From an optimization exercise on the open Yosys and OpenROAD flow, aimed at small area, a short achievable clock period and few clock cycles; shortcuts taken in it are not production practice.
Where RTL was checked, it was by simulation tests only, not by an equivalence proof against the original.
Only the layout flow was run in runs 3 and 4; the RTL was not checked for function there.
Power figures rest on the tool's default switching activity, not on a simulated workload.

==> flow/design.v <==
module sprite_render (
    input  wire        clk,
    input  wire        rst,
    input  wire        start,
    output wire        busy,
    output reg         done,
    input  wire [2:0]  cfg_grid_w_m1,    
    input  wire [2:0]  cfg_grid_h_m1,    
    input  wire [2:0]  cfg_fb_tx_m1,     
    input  wire [2:0]  cfg_fb_ty_m1,     
    input  wire        cfg_gated,        
    input  wire [10:0] cfg_spr_off,      
    input  wire [10:0] cfg_anim_off,     
    output reg         tbl_re,
    output reg         tbl_we,
    output reg  [10:0] tbl_addr,
    output reg  [7:0]  tbl_wdata,
    input  wire [7:0]  tbl_rdata,
    output reg         def_re,
    output reg  [13:0] def_addr,
    input  wire [7:0]  def_rdata,
    output reg         fb_we,
    output reg  [11:0] fb_addr,
    output reg  [7:0]  fb_wdata
);
    reg busy_r;
    assign busy = busy_r;
    wire accept = start && !busy_r;
    localparam T_IDLE  = 4'd0;
    localparam T_START = 4'd1;    
    localparam T_RA    = 4'd2;    
    localparam T_RS    = 4'd3;    
    localparam T_CD    = 4'd4;    
    localparam T_RK    = 4'd5;    
    localparam T_RN    = 4'd6;    
    localparam T_RSP   = 4'd7;    
    localparam T_RFC   = 4'd8;    
    localparam T_CFC   = 4'd9;    
    localparam T_ADV   = 4'd10;   
    localparam T_WFC0  = 4'd11;   
    localparam T_WFC1  = 4'd12;   
    localparam T_RN2   = 4'd13;   
    localparam T_CN    = 4'd14;   
    localparam T_WE    = 4'd15;   
    reg [3:0]  tstate;
    reg        te_fin;       
    reg [10:0] ea;           
    reg [2:0]  tcol, trow;   
    reg [5:0]  t00;          
    reg [9:0]  r_a;          
    reg [7:0]  r_spr;        
    reg [7:0]  r_k;          
    reg        rec_valid;    
    wire t_wrap = (tcol == cfg_grid_w_m1);
    wire t_last = t_wrap && (trow == cfg_grid_h_m1);
    wire fc_ge  = (tbl_wdata >= r_a[7:0]);
    reg  [10:0] a_op;
    reg         a_ci;
    always @* begin
        a_op = 11'd0;
        a_ci = 1'b1;                                    
        case (tstate)
            T_CD:    begin a_op = {1'b0, r_a}; a_ci = 1'b1; end   
            T_RK:    if (!cfg_gated) begin a_op = 11'h7FF; a_ci = 1'b0; end   
            T_WFC1:  begin a_op = 11'h7FD; a_ci = 1'b0; end       
            default: ;
        endcase
    end
    wire [10:0] a_sum = tbl_addr + a_op + {10'd0, a_ci};
    reg        pe_fin;       
    reg        v1;           
    reg [2:0]  p_xo, p_yo;   
    reg        p_clipx, p_clipy;
    reg [5:0]  p_row;        
    reg        p_last;       
    reg [11:0] fb_a1;        
    wire [2:0] rr = def_addr[5:3];
    wire [2:0] cc = def_addr[2:0];
    wire [2:0] chi = p_clipx ? ~p_xo : 3'd7;
    wire [2:0] rhi = p_clipy ? ~p_yo : 3'd7;
    wire       row_end  = (cc == chi);
    wire       tile_end = row_end && (rr == rhi);
    wire       take = rec_valid && (!def_re || tile_end);
    wire [3:0] px = {1'b0, p_xo} + {1'b0, cc};
    wire [3:0] py = {1'b0, p_yo} + {1'b0, rr};
    always @(posedge clk) begin
        if (rst) begin
            busy_r    <= 1'b0;
            done      <= 1'b0;
            tstate    <= T_IDLE;
            tbl_re    <= 1'b0;
            tbl_we    <= 1'b0;
            rec_valid <= 1'b0;
            te_fin    <= 1'b0;
            pe_fin    <= 1'b0;
            def_re    <= 1'b0;
            v1        <= 1'b0;
            fb_we     <= 1'b0;
        end else begin
            done <= 1'b0;
            if (accept) begin
                busy_r <= 1'b1;
                te_fin <= 1'b0;
                pe_fin <= 1'b0;
            end else if (busy_r && te_fin && pe_fin && !def_re && !v1) begin
                busy_r <= 1'b0;
                done   <= 1'b1;
            end
            tbl_re <= 1'b0;
            tbl_we <= 1'b0;
            case (tstate)
                T_IDLE:  if (accept) tstate <= T_START;
                T_START: begin tbl_re <= 1'b1; tstate <= T_RA; end
                T_RA:    begin tbl_re <= 1'b1; tstate <= T_RS; end
                T_RS:    tstate <= T_CD;
                T_CD:    begin tbl_re <= 1'b1; tstate <= T_RK; end
                T_RK:    begin tbl_re <= 1'b1; tstate <= cfg_gated ? T_RSP : T_RN; end
                T_RN:    begin rec_valid <= 1'b1; tstate <= T_CN; end
                T_RSP:   begin rec_valid <= 1'b1; tbl_re <= 1'b1; tstate <= T_RFC; end
                T_RFC:   tstate <= T_CFC;
                T_CFC:   tstate <= T_ADV;
                T_ADV:   begin tbl_we <= 1'b1; tstate <= fc_ge ? T_WFC1 : T_WFC0; end
                T_WFC0:  tstate <= T_WE;
                T_WFC1:  begin tbl_re <= 1'b1; tstate <= T_RN2; end
                T_RN2:   tstate <= T_CN;
                T_CN:    begin tbl_we <= 1'b1; tstate <= T_WE; end
                T_WE: begin
                    if (t_last) begin
                        te_fin <= 1'b1;
                        tstate <= T_IDLE;
                    end else if (!rec_valid) begin
                        tbl_re <= 1'b1;
                        tstate <= T_RA;
                    end
                end
                default: tstate <= T_IDLE;
            endcase
            if (take)
                rec_valid <= 1'b0;
            if (take)
                def_re <= 1'b1;
            else if (def_re && tile_end)
                def_re <= 1'b0;
            if (def_re && tile_end && !take && p_last)
                pe_fin <= 1'b1;
            v1    <= def_re;
            fb_we <= v1;
        end
    end
    always @(posedge clk) begin
        case (tstate)
            T_START: begin
                ea       <= cfg_spr_off;
                tbl_addr <= cfg_spr_off;
                tcol     <= 3'd0;
                trow     <= 3'd0;
                t00      <= 6'd0;
            end
            T_RA:  tbl_addr <= a_sum;
            T_RS: begin
                r_a      <= cfg_gated ? {tbl_rdata, 2'b00} : {1'b0, tbl_rdata, 1'b0};
                tbl_addr <= cfg_anim_off;
            end
            T_CD: begin
                r_spr    <= tbl_rdata;
                tbl_addr <= a_sum;
            end
            T_RK:  tbl_addr <= a_sum;
            T_RN:  r_k <= tbl_rdata;
            T_RSP: begin
                r_k      <= tbl_rdata;
                tbl_addr <= a_sum;
            end
            T_RFC: r_a[7:0]  <= tbl_rdata;
            T_CFC: tbl_wdata <= tbl_rdata;
            T_ADV: tbl_wdata <= fc_ge ? 8'd0 : tbl_wdata + 8'd1;
            T_WFC1: tbl_addr <= a_sum;
            T_CN: begin
                tbl_wdata <= tbl_rdata;
                tbl_addr  <= ea;
            end
            T_WE: begin
                if (!t_last && !rec_valid) begin
                    ea       <= ea + 11'd2;
                    tbl_addr <= ea + 11'd2;
                    if (t_wrap) begin
                        tcol <= 3'd0;
                        trow <= trow + 3'd1;
                        t00  <= t00 + {3'd0, cfg_fb_tx_m1} - {3'd0, cfg_grid_w_m1} + 6'd1;
                    end else begin
                        tcol <= tcol + 3'd1;
                        t00  <= t00 + 6'd1;
                    end
                end
            end
            default: ;
        endcase
        if (take) begin
            def_addr <= {r_spr + {6'd0, r_k[7:6]}, 6'd0};
            p_xo     <= r_k[2:0];
            p_yo     <= r_k[5:3];
            p_clipx  <= (tcol == cfg_fb_tx_m1);
            p_clipy  <= (trow == cfg_fb_ty_m1);
            p_last   <= t_last;
            p_row    <= t00;
        end else if (row_end) begin
            def_addr[5:0] <= {rr + 3'd1, 3'd0};
            if (py[2:0] == 3'd7)
                p_row <= p_row + {3'd0, cfg_fb_tx_m1} + 6'd1;
        end else begin
            def_addr[2:0] <= cc + 3'd1;
        end
        fb_a1    <= {p_row + {5'd0, px[3]}, py[2:0], px[2:0]};
        fb_addr  <= fb_a1;
        fb_wdata <= def_rdata;
    end
endmodule
==> flow/run.sh <==
#!/bin/bash
# synth_recipe.tcl (not shown) runs the flow's synth.tcl, then flattens the netlist and writes it again
# the make line also repeats each setting of config.mk as NAME=value (left out here)
make -C /OpenROAD-flow-scripts/flow DESIGN_CONFIG=/design/flow/config.mk WORK_HOME=/design/flow/orfs CLKGATE_MAP_FILE= SYNTH_SCRIPT=/design/flow/synth_recipe.tcl finish
==> flow/config.mk <==
export PLATFORM = sky130hd
export DESIGN_NAME = sprite_render
export DESIGN_NICKNAME = sprite_render
export VERILOG_FILES = /design/flow/design.v
export SDC_FILE = /design/flow/constraint.sdc
export NUM_CORES = 4
export LEC_CHECK = 0
export CAP_MARGIN = 20
export CORE_MARGIN = 2
export CORE_UTILIZATION = 40
export SETUP_SLACK_MARGIN = 4
export SLEW_MARGIN = 20
==> flow/constraint.sdc <==
create_clock -name core_clock -period 6.5 [get_ports {clk}]
set_input_delay 1.3000 -clock core_clock [delete_from_list [all_inputs] [get_ports {clk}]]
set_output_delay 1.3000 -clock core_clock [all_outputs]
set_load 0.01 [all_outputs]
==> results of run 1 <==
-- power groups by stage --
stage          clock [uW]  combinational [uW]  sequential [uW]
3_5_place_dp            0                 834             1290
3_3_place_gp            0                 821             1290
4_1_cts               949                 868             1280
6_report              932                 934             1270
5_1_grt               991                1020             1300
2_1_floorplan           0                 495             1280
-- cells by family (layout without fill, tap and decap cells) --
| group | Yosys count | after routing | share of synthesized area, % |
|---|---|---|---|
| and+or+nand+nor | 212 | 212 | 13.5 |
| DFF | 143 | 143 | 50.5 |
| AOI/OAI and AO/OA | 142 | 143 | 12.4 |
| xor gates and xnor gates | 69 | 69 | 8.09 |
| buffers and inverters | 69 | 234 | 3.67 |
| adders and majority gates | 52 | 52 | 9.61 |
| muxes | 16 | 16 | 2.23 |
-- state kept, by name, summed over array words and instances (netlist names), 3 cells and up --
register	count
tbl_addr	11
p_row	6
def_addr	14
trow	3
p_yo	3
tstate	4
ea	11
r_spr	8
fb_a1	12
t00	6
r_k	8
tbl_wdata	8
fb_wdata	8
r_a	10
tcol	3
p_xo	3
fb_addr	12
-- metal layers --
layer	global-route usage (%)	vias up	share of wire [%]
li1	-	2825	-
met1	24.2	2851	44
met2	32.8	166	50
met3	3.74	18	4.5
met4	6.47	0	1.7
met5	0	-	0
-- timing repair --
| action | in CTS | in global routing |
|---|---|---|
| gates cloned | 1 | 0 |
| setup endpoints to repair | 145 | 55 |
| setup buffers | 32 | 7 |
| pin swaps | 27 | 33 |
| endpoints found under the hold margin | 0 | 0 |
| gates resized for setup | 141 | 34 |
-- path summary, 6_finish.rpt --
| path | from | to | slack, ps | cells past startpoint |
|---|---|---|---|---|
| worst max-delay path | cfg_gated | tbl_addr[10] | 3220 | 11 |
| worst min register to register | fb_a1[7] | fb_addr[7] | 330 | 0 |
| worst max register to register | tstate[0] | tbl_addr[10] | 3380 | 12 |
| worst min-delay path | fb_a1[7] | fb_addr[7] | 330 | 0 |
-- final cells by class --
class                      instances  area share (%)
tap                              229            2.86
timing repair buffer             156            14.1
multi-input combinational        492            37.7
clock inverter                    12           0.937
clock buffer                      20            4.79
sequential                       143            37.9
inverter                          46            1.75
-- per-stage QoR --
step | setup slack [ps] | total power, uW | hold slack [ps] | cell area, sq um
floorplan | 2850 | 1780 | 310 | 7570
global placement | 1390 | 2110 | 312 | 8900
detailed placement | 1350 | 2130 | 312 | 8900
CTS | 3240 | 3090 | 325 | 9820
global route | 3180 | 3310 | 325 | 10000
finish | 3220 | 3140 | 326 | 10000
-- cell usage after synthesis (all sizes together), types with 3 or more instances --
cell type  count  area share [%]
clkbuf        13            0.65
buf           10            0.70
nor4           3            0.25
nor2b         13             1.1
a31oi          5            0.42
a222oi         6            0.80
o31ai          9            0.97
o21ai         42             2.8
a211oi         7            0.70
nor3          12            0.80
nand2         70             3.5
o22ai          3            0.25
nand4          6            0.59
ha            43             7.2
fa             9             2.4
inv           46             2.3
edfxtp        91              37
nor2          48             2.4
a21o          17             1.7
a21oi         28             1.9
and2           5            0.42
nor3b          4            0.47
nand3b         3            0.30
xor2          28             3.3
a221oi         4            0.47
dfxtp         52              14
nand2b         9            0.75
mux2i         14             1.9
nand3         27             1.8
xnor2         41             4.8
and3           7            0.59
o211ai         5            0.50
-- worst max-delay path: cells and delay by family --
family | cells | cell delay [ps]
xor gates and xnor gates | 1 | 90
AOI/OAI and AO/OA | 6 | 970
and+or+nand+nor | 1 | 200
adders and majority gates | 2 | 750
buffers and inverters | 1 | 100
==> flow_summary.yaml, run 1 <==
yosys:
  synth-async-reset-ratio_pct: 0
  ys_seq_elements: 143
  synth_fp_nets: 809
  synth_warnings: 1
  synth_cell_type_count: 57
  synthCells: 703
  synth_edf_count: 91
  synthFlopType: "edfxtp_1"
  syn_area_sq_um: 7470
  avgSynthCellArea_sq_um: 10.6
  synth_seq_area_share_pct: 50.5
setup_path:
  crit_required_ps: 6640
  cp-end-kind: "register"
  worst_path_largest_cell_delay_ps: 380
  path_max_fanout: 3
  cp_slowest_cell: "fa_2"
  crit_type: "input pin to register"
  crit_chain: "buf_12 -> nor3b_4 -> o21ai_4 -> fa_2 -> fa_2 -> a211oi_4 -> o21ai_1 -> a21oi_2 -> xnor2_1 -> a221oi_1 -> a21oi_1"
  startpoint_type: "input pin"
  cpMostUsedCell: "fa_2"
  worstPathArrival_ps: 3430
sta:
  slew_viol_final: 0
  tns_ps: 0
  hold_viol: 0
  period_share_pct: 50.5
  rsz0062_at_grt: "yes"
  finalSetupViolations: 0
  fmax_mhz: 305
  slew_headroom_pct: 39.3
  fin_crit_ps: 3280
  finClkSkew_ps: 10.1
  worst_pin_slew_ps: 907
power_and_ir_drop:
  p_seq_share_pct: 40.6
  swShare_pct: 31.8
  power-per-cell-area_nw_per_um2: 314
  power.switching_uw: 1000
  combPwrFrac_pct: 29.7
  ir_drop_mv: 0.228
  p_int_uw: 2140
  pwr-share-clk_pct: 29.7
  p_leak_uw: 0.00410
floorplan:
  die_area_sq_um: 19800
  die_w_microns: 141
  initial_core_util_pct: 41.2
  die_h_microns: 141
  rows: 49
  io_pins: 113
  coreArea_sq_um: 18100
grt:
  antenna_found_initial: 0
  gr-total-overflow: 0
  grt_max_degree: 36
  grtUsageTotal_pct: 19.1
  grt_pass1_wl_mm: 29.7
  grt_pass1_vias: 5725
finish:
  area_growth_pct: 33.9
  nets: 962
  final_cell_mix: "edfxtp_1, nand2_1, dlygate4sd2_1, nor2_1, clkdlybuf4s50_1"
  regArea_sq_um: 3790
  diodes: 0
  postLayoutCoreUtil_pct: 55.2
  drive_above_1_share_pct: 17.4
  final_common_cell: "edfxtp_1"
  nFillCells: 1594
  multi_input_area_sq_um: 3770
  final_cell_count_no_fill: 1098
drt:
  drt_iter0_drc: 311
  drc: 0
  wl_mm: 18.9
  viasPerCell: 5.34
  num_vias: 5860
  ant_nets: 0
  wl_per_cell_microns: 17.2
  first_pass_iters: 5
clock_tree:
  clk_latency_ps: 420
  root_buffer: "clkbuf_16"
  ctsHoldBuffers: 0
  cts_tree: "done"
  numCtsBuffers: 17
  h-tree-depth: 4
  clk_pin_slew_worst_paths_ps: 60
  clock_path_buffers: 2
  cts.sinks: 143
placed_design:
  dp.cells: 1025
  gp_congestion: 0.859
  port_buffers: 112
  dp_hpwl_mm: 13.4
job:
  maxCapViolations: 0
outcome:
  status: "finished clean"
min_path:
  hp-class: "register to register"
Testbench counts, summed over its fixed seeds: cycles 101,744.
==> inputs of run 2 (changes only) <==
--- a/flow/config.mk
+++ b/flow/config.mk
@@ -8,5 +8,4 @@
 export CAP_MARGIN = 20
 export CORE_MARGIN = 2
 export CORE_UTILIZATION = 40
-export SETUP_SLACK_MARGIN = 4
 export SLEW_MARGIN = 20
==> run 2 against run 1 <==
  * First-iteration DRC count grew 6.4%
  * Wire length decreased by 7.2%
  * Synthesized area unchanged
  * Design area down 5.8%
  * Clock skew decreased by 3.3 ps
  * Sequential power is essentially flat
  * Final cell count decreased by 3.6%
  * Synthesized cell count unchanged
  * Worst setup slack worse by 1500 ps
  * Critical path type unchanged
  * Highest routed layer unchanged
==> flow_summary.yaml, run 2 <==
outcome:
  status: "finished clean"
finish:
  final_cell_mix: "clkdlybuf4s50_1, edfxtp_1, nand2_1, dfxtp_1, nor2_1"
  area_growth_pct: 26.1
  drive_above_1_share_pct: 5.66
  final_common_cell: "clkdlybuf4s50_1"
  diodes: 0
  nets: 923
  reg.largest.list: "def_addr x14, fb_a1 x12, fb_addr x12"
  largest-register: "def_addr"
  largest_reg_flops: 14
setup_path:
  rr_worst_depth: 11
  crit_path_start: "cfg_gated"
  r2r_end: "tbl_addr[10]"
  cp-end-kind: "register"
  crit_required_ps: 6640
  startpoint_type: "input pin"
  path_max_fanout: 12
  crit_type: "input pin to register"
  critPathCapture: "tbl_addr[10]"
  r2r_setup_slack_ps: 2240
  r2r-start: "tstate[0]"
  worstPathArrival_ps: 4970
grt:
  grt_max_degree: 35
  grt_pass1_wl_mm: 28.8
  antenna_found_initial: 0
  gr-total-overflow: 0
  grtUsageTotal_pct: 18.4
  grt_pass1_vias: 5679
clock_tree:
  root_buffer: "clkbuf_16"
  cts_setup_buffers: 0
  clock_path_buffers: 2
  cts_tree: "done"
  h-tree-depth: 4
  numCtsBuffers: 17
  clk_latency_ps: 420
  cts.sinks: 143
  clk_pin_slew_worst_paths_ps: 60
  ctsHoldBuffers: 0
  cts_resized: 0
yosys:
  synth_top_area_share_pct: 36.6
  ys_seq_elements: 143
  synth-async-reset-ratio_pct: 0
  synthTopCellsByArea: "edfxtp_1, dfxtp_1, ha_1"
  synth_warnings: 1
  syn_area_sq_um: 7470
  synth.most_common_cell: "edfxtp_1"
  synth_fp_nets: 809
  synthTopCellsByCount: "edfxtp_1, nand2_1, dfxtp_1"
  synth_top_cell_by_area: "edfxtp_1"
  synthCells: 703
  avgSynthCellArea_sq_um: 10.6
  synth_seq_area_share_pct: 50.5
  synthFlopType: "edfxtp_1"
  synth_cell_type_count: 57
  synth_edf_count: 91
sta:
  slew_headroom_pct: 26.0
  period_share_pct: 74.3
  worst_pin_slew_ps: 1100
  finClkSkew_ps: 6.85
  rsz0062_at_grt: "no"
  fin_ws_ps: 1670
  fmax_mhz: 207
  tns_ps: 0
  finalSetupViolations: 0
  slew_viol_final: 0
  hold_viol: 0
  fin_crit_ps: 4830
power_and_ir_drop:
  p_seq_share_pct: 41.9
  p_leak_uw: 0.00375
  ir_drop_mv: 0.197
  swShare_pct: 30.7
  power-per-cell-area_nw_per_um2: 324
  pwr-share-clk_pct: 31.5
  power.switching_uw: 935
  p_int_uw: 2120
  combPwrFrac_pct: 26.6
min_path:
  hp-class: "register to register"
floorplan:
  rows: 49
  die_w_microns: 141
  die_area_sq_um: 19800
  initial_core_util_pct: 41.2
  io_pins: 113
  die_h_microns: 141
  coreArea_sq_um: 18100
drt:
  wl_mm: 17.5
  wl_per_cell_microns: 16.6
  drt_iter0_drc: 331
  viasPerCell: 5.28
  first_pass_iters: 5
  ant_nets: 0
  drc: 0
  num_vias: 5594
placed_design:
  port_buffers: 112
  dp_hpwl_mm: 13.1
  gp_congestion: 0.926
  dp_worst_setup_slack_ps: 938
job:
  maxCapViolations: 0
run 2: cell counts after synthesis:
No cell type changed its count.
run 2: layout make-up:
class / count / area (sq um)
repair buffers: 118 / 1170
flip-flops and latches: 143 / 3770
clock inverters: 13 / 125
clock buffers: 19 / 464
multi-input cells: 491 / 3440
well taps: 229 / 287
inverters: 46 / 173
fillers: 1608 / 8720
run 2: worst min-delay path by stage:
stage / start / endpoint / slack, ps / depth (start not counted)
floorplan: fb_a1[0] / fb_addr[0] / 310 / 0
global placement: fb_a1[9] / fb_addr[9] / 310 / 0
detailed placement: fb_a1[10] / fb_addr[10] / 310 / 0
CTS: fb_a1[3] / fb_addr[3] / 330 / 0
global route: fb_a1[2] / fb_addr[2] / 330 / 0
finish: fb_a1[9] / fb_addr[9] / 330 / 0
run 2: layer usage:
layer / track usage [%] / share of wire (%) / up-vias
li1: - / - / 2740
met1: 23.2 / 44 / 2661
met2: 31.3 / 48 / 169
met3: 4.79 / 5.6 / 24
met4: 5.37 / 1.6 / 0
met5: 0 / 0 / -
run 2: worst max-delay path, cell delays in order:
cell	delay, ps
clkdlybuf4s50_1	460
buf_4	210
nor3b_1	70
o21ai_1	670
nand2_1	170
fa_1	490
fa_1	450
a211oi_1	370
o21ai_0	150
a21oi_1	180
xnor2_1	110
a221oi_1	270
a21oi_1	70
run 2: power groups by stage:
stage | clock network (uW) | logic [uW] | registers, uW
finish | 961 | 813 | 1280
global route | 1030 | 901 | 1300
CTS | 984 | 820 | 1280
detailed placement | 0 | 812 | 1290
global placement | 0 | 801 | 1290
floorplan | 0 | 472 | 1280
run 2: cells by family after synthesis:
| kind of cell | Yosys count | synth area share, % |
|---|---|---|
| AOI/OAI and AO/OA | 142 | 12.4 |
| adders and majority gates | 52 | 9.61 |
| buffers and inverters | 69 | 3.67 |
| xor gates and xnor gates | 69 | 8.09 |
| muxes | 16 | 2.23 |
| DFF | 143 | 50.5 |
| and+or+nand+nor | 212 | 13.5 |
run 2: stage by stage:
step	hold WS, ps	std cells	cell area (sq um)	util (%)	power [uW]
after floorplan	310	703	7470	-	1750
after global placement	310	1027	8830	48.7	2090
after detailed placement	312	1027	8830	48.7	2110
after CTS	327	1059	9420	51.9	3080
after global routing	329	1059	9430	51.9	3220
final	326	1059	9430	51.9	3050
==> inputs of run 3 (changes only) <==
--- a/flow/design.v
+++ b/flow/design.v
@@ -46,7 +46,8 @@
     reg        te_fin;       
     reg [10:0] ea;           
     reg [2:0]  tcol, trow;   
-    reg [5:0]  t00;          
+    reg [5:0]  trb;          
+    reg        r_gated;      
     reg [9:0]  r_a;          
     reg [7:0]  r_spr;        
     reg [7:0]  r_k;          
@@ -61,7 +62,7 @@
         a_ci = 1'b1;                                    
         case (tstate)
             T_CD:    begin a_op = {1'b0, r_a}; a_ci = 1'b1; end   
-            T_RK:    if (!cfg_gated) begin a_op = 11'h7FF; a_ci = 1'b0; end   
+            T_RK:    if (!r_gated) begin a_op = 11'h7FF; a_ci = 1'b0; end   
             T_WFC1:  begin a_op = 11'h7FD; a_ci = 1'b0; end       
             default: ;
         endcase
@@ -114,7 +115,7 @@
                 T_RA:    begin tbl_re <= 1'b1; tstate <= T_RS; end
                 T_RS:    tstate <= T_CD;
                 T_CD:    begin tbl_re <= 1'b1; tstate <= T_RK; end
-                T_RK:    begin tbl_re <= 1'b1; tstate <= cfg_gated ? T_RSP : T_RN; end
+                T_RK:    begin tbl_re <= 1'b1; tstate <= r_gated ? T_RSP : T_RN; end
                 T_RN:    begin rec_valid <= 1'b1; tstate <= T_CN; end
                 T_RSP:   begin rec_valid <= 1'b1; tbl_re <= 1'b1; tstate <= T_RFC; end
                 T_RFC:   tstate <= T_CFC;
@@ -154,11 +155,12 @@
                 tbl_addr <= cfg_spr_off;
                 tcol     <= 3'd0;
                 trow     <= 3'd0;
-                t00      <= 6'd0;
+                trb      <= 6'd0;
+                r_gated  <= cfg_gated;
             end
             T_RA:  tbl_addr <= a_sum;
             T_RS: begin
-                r_a      <= cfg_gated ? {tbl_rdata, 2'b00} : {1'b0, tbl_rdata, 1'b0};
+                r_a      <= r_gated ? {tbl_rdata, 2'b00} : {1'b0, tbl_rdata, 1'b0};
                 tbl_addr <= cfg_anim_off;
             end
             T_CD: begin
@@ -186,10 +188,9 @@
                     if (t_wrap) begin
                         tcol <= 3'd0;
                         trow <= trow + 3'd1;
-                        t00  <= t00 + {3'd0, cfg_fb_tx_m1} - {3'd0, cfg_grid_w_m1} + 6'd1;
+                        trb  <= trb + {3'd0, cfg_fb_tx_m1} + 6'd1;
                     end else begin
                         tcol <= tcol + 3'd1;
-                        t00  <= t00 + 6'd1;
                     end
                 end
             end
@@ -202,7 +203,7 @@
             p_clipx  <= (tcol == cfg_fb_tx_m1);
             p_clipy  <= (trow == cfg_fb_ty_m1);
             p_last   <= t_last;
-            p_row    <= t00;
+            p_row    <= trb + {3'd0, tcol};
         end else if (row_end) begin
             def_addr[5:0] <= {rr + 3'd1, 3'd0};
             if (py[2:0] == 3'd7)
--- a/flow/config.mk
+++ b/flow/config.mk
@@ -8,4 +8,5 @@
 export CAP_MARGIN = 20
 export CORE_MARGIN = 2
 export CORE_UTILIZATION = 40
+export SETUP_SLACK_MARGIN = 4
 export SLEW_MARGIN = 20
==> run 3 against run 2 <==
  * Via count grew 2.3%
  * Sequential share of layout area shrank 1.1 points
  * Still clean on timing, DRC and antenna
  * Worst hold slack is essentially flat
==> flow_summary.yaml, run 3 <==
yosys:
  synth.most_common_cell: "edfxtp_1"
  synthAdderAreaFrac_pct: 9.02
  synth_edf_count: 92
  synth_top_cell_by_area: "edfxtp_1"
  synth_cell_type_count: 57
  synthTopCellsByCount: "edfxtp_1, nand2_1, dfxtp_1"
  synth_fp_nets: 778
  synth_compound_area_share_pct: 12.2
  synth_xor_area_share_pct: 8.25
  synth_seq_area_share_pct: 51.9
  synth_top_area_share_pct: 37.7
  synthFlopType: "edfxtp_1"
  synth_warnings: 1
  synth_top_family_by_area: "simple AND/OR/NAND/NOR gates"
  syn_area_sq_um: 7330
  synth-simple-area-share_pct: 13.4
  synth-async-reset-ratio_pct: 0
  synth_mux_area_share_pct: 2.07
  synthCells: 676
  avgSynthCellArea_sq_um: 10.8
  synthTopCellsByArea: "edfxtp_1, dfxtp_1, ha_1"
  ys_seq_elements: 144
sta:
  period_share_pct: 45.6
  slew_viol_final: 0
  worst_pin_slew_ps: 882
  hold_viol: 0
  tns_ps: 0
  finClkSkew_ps: 9.34
  fin_crit_ps: 2960
  rsz0062_at_grt: "yes"
  finalSetupViolations: 0
  slew_headroom_pct: 40.8
  fmax_mhz: 338
clock_tree:
  ctsHoldBuffers: 0
  cts.sinks: 144
  clock_path_buffers: 2
  h-tree-depth: 4
  numCtsBuffers: 17
  root_buffer: "clkbuf_16"
  cts_tree: "done"
  clk_latency_ps: 420
  clk_pin_slew_worst_paths_ps: 60
power_and_ir_drop:
  power-per-cell-area_nw_per_um2: 350
  total_power_uw: 3440
  p_leak_uw: 0.00402
  ir_drop_mv: 0.259
setup_path:
  critPathBufInv: 2
  cp_slowest_cell: "dfxtp_4"
  cpMostUsedCell: "fa_2"
  crit_chain: "nand2b_4 -> nor3_4 -> buf_6 -> nand2_1 -> nand2_2 -> fa_2 -> fa_2 -> a21oi_2 -> nor2b_2 -> a311o_1 -> buf_4 -> a31oi_4 -> xor2_1 -> a21oi_1"
  crit_family: "adder cells"
  cp-end-kind: "register"
  worstPathArrival_ps: 3130
  path_max_fanout: 4
  startpoint_type: "register"
  crit_type: "register to register"
  crit_required_ps: 6670
  path_depth: 14
  rr_worst_depth: 14
  worst_path_largest_cell_delay_ps: 390
finish:
  largest-register: "def_addr"
  diodes: 0
  area_growth_pct: 34.2
  final_cell_count_no_fill: 1081
  final_common_cell: "edfxtp_1"
  drive_above_1_share_pct: 17.5
  nFillCells: 1576
  reg.largest.list: "def_addr x14, fb_a1 x12, fb_addr x12"
  multi_input_area_sq_um: 3570
  largest_reg_flops: 14
  nets: 941
  final_cell_mix: "edfxtp_1, nand2_1, dlygate4sd2_1, clkdlybuf4s50_1, buf_4"
  regArea_sq_um: 3830
drt:
  first_pass_iters: 5
  wl_mm: 18.3
  ant_nets: 0
  viasPerCell: 5.29
  wl_per_cell_microns: 16.9
  num_vias: 5720
  drt_iter0_drc: 372
  drc: 0
placed_design:
  gp_congestion: 0.864
  dp.cells: 1000
  port_buffers: 112
  dp_hpwl_mm: 12.9
job:
  maxCapViolations: 0
floorplan:
  die_area_sq_um: 19400
  rows: 49
  die_w_microns: 139
  io_pins: 113
  die_h_microns: 139
  coreArea_sq_um: 18000
  initial_core_util_pct: 40.8
min_path:
  hp-class: "register to register"
  whs_path_depth: 0
grt:
  grt_pass1_wl_mm: 28.8
  antenna_found_initial: 0
  gr-total-overflow: 0
  grt_max_degree: 23
  grtUsageTotal_pct: 18.7
  grt_pass1_vias: 5518
outcome:
  status: "finished clean"
## run 3: cell types whose count changed in the layout (fill, tap and decap cells not counted), sizes merged, moves of 4 or more
cell and delta:
a222oi -4, a31oi +4, buf +45, clkbuf +4
clkdlybuf4s15 +5, clkdlybuf4s50 -68, dlygate4sd2 +60, inv -8
nand3 -5, o211ai -5, xnor2 -11, xor2 +11
## run 3: metal layers
metal / part of all wire [%] / vias up / routed length, microns / global-route usage, %
met1: 45 / 2741 / 8220 / 24.8
li1: - / 2755 / - / -
met2: 48 / 195 / 8740 / 29.8
met3: 4.5 / 29 / 823 / 3.72
met4: 2.7 / 0 / 488 / 8.35
met5: 0 / - / 0 / 0
## run 3: what timing repair did
item | CTS | global route
endpoints found under the setup margin | 133 | 56
setup buffers | 40 | 7
resized for setup | 122 | 31
cloned | 1 | 1
pin swaps | 18 | 19
## run 3: area by class of cell
class | instances | share of cell area [%]
Multi-Input combinational cell | 475 | 36.3
Clock inverter | 11 | 0.776
Timing Repair inverter | 2 | 0.115
Timing Repair Buffer | 162 | 14.5
Sequential cell | 144 | 38.9
Clock buffer | 21 | 4.80
Tap cell | 229 | 2.91
Inverter | 37 | 1.62
## run 3: kinds of logic after synthesis
group,after synthesis
fa+ha+maj,48
flops,144
xor+xnor,69
buf+inv,57
compound gates,138
simple gates,205
mux,15
## run 3: per-stage QoR
step | hold WS (ps) | instance area (sq um) | utilization [%] | setup WS [ps]
after detailed placement | 312 | 8740 | 48.7 | 2880
final | 326 | 9830 | 54.7 | 3540
after global routing | 328 | 9830 | 54.7 | 3420
after CTS | 326 | 9660 | 53.8 | 3530
after global placement | 310 | 8740 | 48.7 | 2970
after floorplan | 310 | 7450 | - | 3380
## run 3: final timing paths
path	slack [ps]	startpoint	end
worst min register to register	330	fb_a1[11]	fb_addr[11]
worst max-delay path	3540	tstate[3]	tbl_addr[8]
worst min-delay path	330	fb_a1[11]	fb_addr[11]
worst max register to register	3540	tstate[3]	tbl_addr[8]
## run 3: power breakdown
part | switching, uW | total [uW] | internal (uW)
clock network | 388 | 912 | 524
logic | 628 | 1150 | 526
registers | 159 | 1370 | 1210
total | 1170 | 3440 | 2260
==> inputs of run 4 (changes only) <==
--- a/flow/config.mk
+++ b/flow/config.mk
@@ -5,6 +5,7 @@
 export SDC_FILE = /design/flow/constraint.sdc
 export NUM_CORES = 4
 export LEC_CHECK = 0
+export ABC_CLOCK_PERIOD_IN_PS = 2500
 export CAP_MARGIN = 20
 export CORE_MARGIN = 2
 export CORE_UTILIZATION = 40
==> run 4 against run 3 <==
  * Still clean
  * Synthesized area unchanged
  * Core utilization unchanged
  * Power unchanged
  * Sequential power about the same
  * First-iteration DRC count unchanged
  * Synthesized cell count unchanged
  * Clock power about the same
  * Final cell count unchanged
  * Largest power group unchanged
==> flow_summary.yaml, run 4 <==
clock_tree:
  cts_tree: "done"
  clk_latency_ps: 420
  ctsHoldBuffers: 0
  numCtsBuffers: 17
  root_buffer: "clkbuf_16"
  cts.sinks: 144
  clk_pin_slew_worst_paths_ps: 60
  clock_path_buffers: 2
  h-tree-depth: 4
sta:
  fmax_mhz: 338
  slew_viol_final: 0
  period_share_pct: 45.6
  tns_ps: 0
  worst_pin_slew_ps: 882
  finClkSkew_ps: 9.34
  rsz0062_at_grt: "yes"
  finalSetupViolations: 0
  fin_crit_ps: 2960
  hold_viol: 0
  slew_headroom_pct: 40.8
  fin_ws_ps: 3540
finish:
  postLayoutCoreUtil_pct: 54.7
  nets: 941
  area_growth_pct: 34.2
  final_cell_mix: "edfxtp_1, nand2_1, dlygate4sd2_1, clkdlybuf4s50_1, buf_4"
  final_common_cell: "edfxtp_1"
  regArea_sq_um: 3830
  largest_reg_flops: 14
  largest-register: "def_addr"
  diodes: 0
  multi_input_area_sq_um: 3570
  nFillCells: 1576
  reg.largest.list: "def_addr x14, fb_a1 x12, fb_addr x12"
  final_cell_count_no_fill: 1081
  drive_above_1_share_pct: 17.5
  fin_area_sq_um: 9830
yosys:
  synth_fp_nets: 778
  ys_seq_elements: 144
  avgSynthCellArea_sq_um: 10.8
  synth_edf_count: 92
  synth_warnings: 1
  synth_top_area_share_pct: 37.7
  synth_top_cell_by_area: "edfxtp_1"
  synth.most_common_cell: "edfxtp_1"
  synthTopCellsByCount: "edfxtp_1, nand2_1, dfxtp_1"
  synth_cell_type_count: 57
  synthFlopType: "edfxtp_1"
  synthCells: 676
  syn_area_sq_um: 7330
  synth-async-reset-ratio_pct: 0
  synth_seq_area_share_pct: 51.9
  synthTopCellsByArea: "edfxtp_1, dfxtp_1, ha_1"
setup_path:
  crit_type: "register to register"
  crit_chain: "nand2b_4 -> nor3_4 -> buf_6 -> nand2_1 -> nand2_2 -> fa_2 -> fa_2 -> a21oi_2 -> nor2b_2 -> a311o_1 -> buf_4 -> a31oi_4 -> xor2_1 -> a21oi_1"
  r2r-start: "tstate[3]"
  cp_slowest_cell: "dfxtp_4"
  worstPathArrival_ps: 3130
  cp-end-kind: "register"
  crit_required_ps: 6670
  worst_path_largest_cell_delay_ps: 390
  cpMostUsedCell: "fa_2"
  critPathBufInv: 2
  startpoint_type: "register"
  crit_path_start: "tstate[3]"
  crit_family: "adder cells"
  path_max_fanout: 4
  r2r_end: "tbl_addr[8]"
  rr_worst_depth: 14
  r2r_setup_slack_ps: 3540
floorplan:
  initial_core_util_pct: 40.8
  die_w_microns: 139
  die_area_sq_um: 19400
  die_h_microns: 139
  coreArea_sq_um: 18000
  rows: 49
  io_pins: 113
placed_design:
  port_buffers: 112
  dp_worst_setup_slack_ps: 2880
  place_area_sq_um: 8740
  dp.cells: 1000
  gp_congestion: 0.864
  dp_hpwl_mm: 12.9
min_path:
  whs_path_depth: 0
  hold_path_end: "fb_addr[11]"
  hp-start: "fb_a1[11]"
  hp-class: "register to register"
power_and_ir_drop:
  power-per-cell-area_nw_per_um2: 350
  p_leak_uw: 0.00402
  ir_drop_mv: 0.259
drt:
  num_vias: 5720
  viasPerCell: 5.29
  ant_nets: 0
  wl_mm: 18.3
  first_pass_iters: 5
  drt_iter0_drc: 372
  wl_per_cell_microns: 16.9
  drc: 0
grt:
  grt_pass1_vias: 5518
  gr-total-overflow: 0
  grt_pass1_wl_mm: 28.8
  grt_max_degree: 23
  antenna_found_initial: 0
  grtUsageTotal_pct: 18.7
outcome:
  status: "finished clean"
job:
  maxCapViolations: 0
[run 4: cell counts after synthesis]
Identical to the previous run, type by type.
[run 4: timing repair]
item	in CTS	in global routing
resized for setup	122	31
setup buffers	40	7
setup endpoints to repair	133	56
pin swaps	18	19
cloned	1	1
[run 4: worst reg2reg max path, cell delays in order (launching register included)]
cell	delay (ps)
dfxtp_4	390
nand2b_4	160
nor3_4	60
buf_6	130
nand2_1	60
nand2_2	60
fa_2	360
fa_2	370
a21oi_2	170
nor2b_2	70
a311o_1	300
buf_4	160
a31oi_4	170
xor2_1	180
a21oi_1	80
[run 4: cells by family after synthesis]
logic type	after synthesis	share of synthesized area [%]
xor gates and xnor gates	69	8.25
AOI/OAI and AO/OA	138	12.2
DFF	144	51.9
adders and majority gates	48	9.02
muxes	15	2.07
buffers and inverters	57	3.19
and+or+nand+nor	205	13.4
[run 4: layout make-up]
cell class,count,share of cell area (%)
timing repair inverter,2,0.115
clock buffer,21,4.80
sequential,144,38.9
clock inverter,11,0.776
timing repair buffer,162,14.5
inverter,37,1.62
multi-input combinational,475,36.3
tap,229,2.91
[run 4: power breakdown]
part | switching, uW | internal, uW | total [uW]
Sequential | 159 | 1210 | 1370
Clock | 388 | 524 | 912
Combinational | 628 | 526 | 1150
[run 4: worst max path at each step]
stage | end | depth (start not counted)
5_1_grt | tbl_addr[10] | 12
6_report | tbl_addr[8] | 14
4_1_cts | tbl_addr[10] | 12
2_1_floorplan | tbl_addr[10] | 14
3_3_place_gp | tbl_addr[10] | 12
3_5_place_dp | tbl_addr[10] | 12
[run 4: per-layer routing]
metal  routed length [microns]  track usage, %  vias up
met3                       823            3.72       29
met1                      8220            24.8     2741
met5                         0               0        -
li1                          -               -     2755
met4                       488            8.35        0
met2                      8740            29.8      195
[run 4: stage by stage]
stage / hold slack [ps] / total power [uW]
floorplan: 310 / 2030
global placement: 310 / 2440
detailed placement: 312 / 2450
CTS: 326 / 3390
global route: 328 / 3630
finish: 326 / 3440

## separate check: timing with driven ports
No port has a modelled driver above. Below, the same layouts with a new extraction and two added sets of constraints.
Step 1 assumes that a clkbuf_16 drives the clock port and a buf_2 every other input.
Step 2 moves the port delays by t, midway between the first and last clock arrival at a register: inputs arrive t later, outputs are due t later. That takes back most of the time a late clock gives input paths.
Three values: ideal, step 1, step 2; two values: the first two.
run | shift t [ns] | setup WS [ns] | worst setup path at the end | latest minus earliest clock arrival (ns) | worst register clock-pin slew, ns
run 1 | 0.459 | 3.218 / 3.192 / 2.733 | input to register | 0.010 / 0.010 | 0.07 / 0.07
run 2 | 0.464 | 1.669 / 1.683 / 1.219 | input to register | 0.007 / 0.008 | 0.06 / 0.06
run 3 | 0.455 | 3.539 / 3.539 / 3.539 | register to register | 0.013 / 0.012 | 0.06 / 0.06
run 4 | 0.455 | 3.539 / 3.539 / 3.539 | register to register | 0.013 / 0.012 | 0.06 / 0.06
After both steps every run listed still meets setup and hold. The setup slack of run 1, which loses most, moves by -0.026 ns with the drivers and by -0.485 ns with both steps.
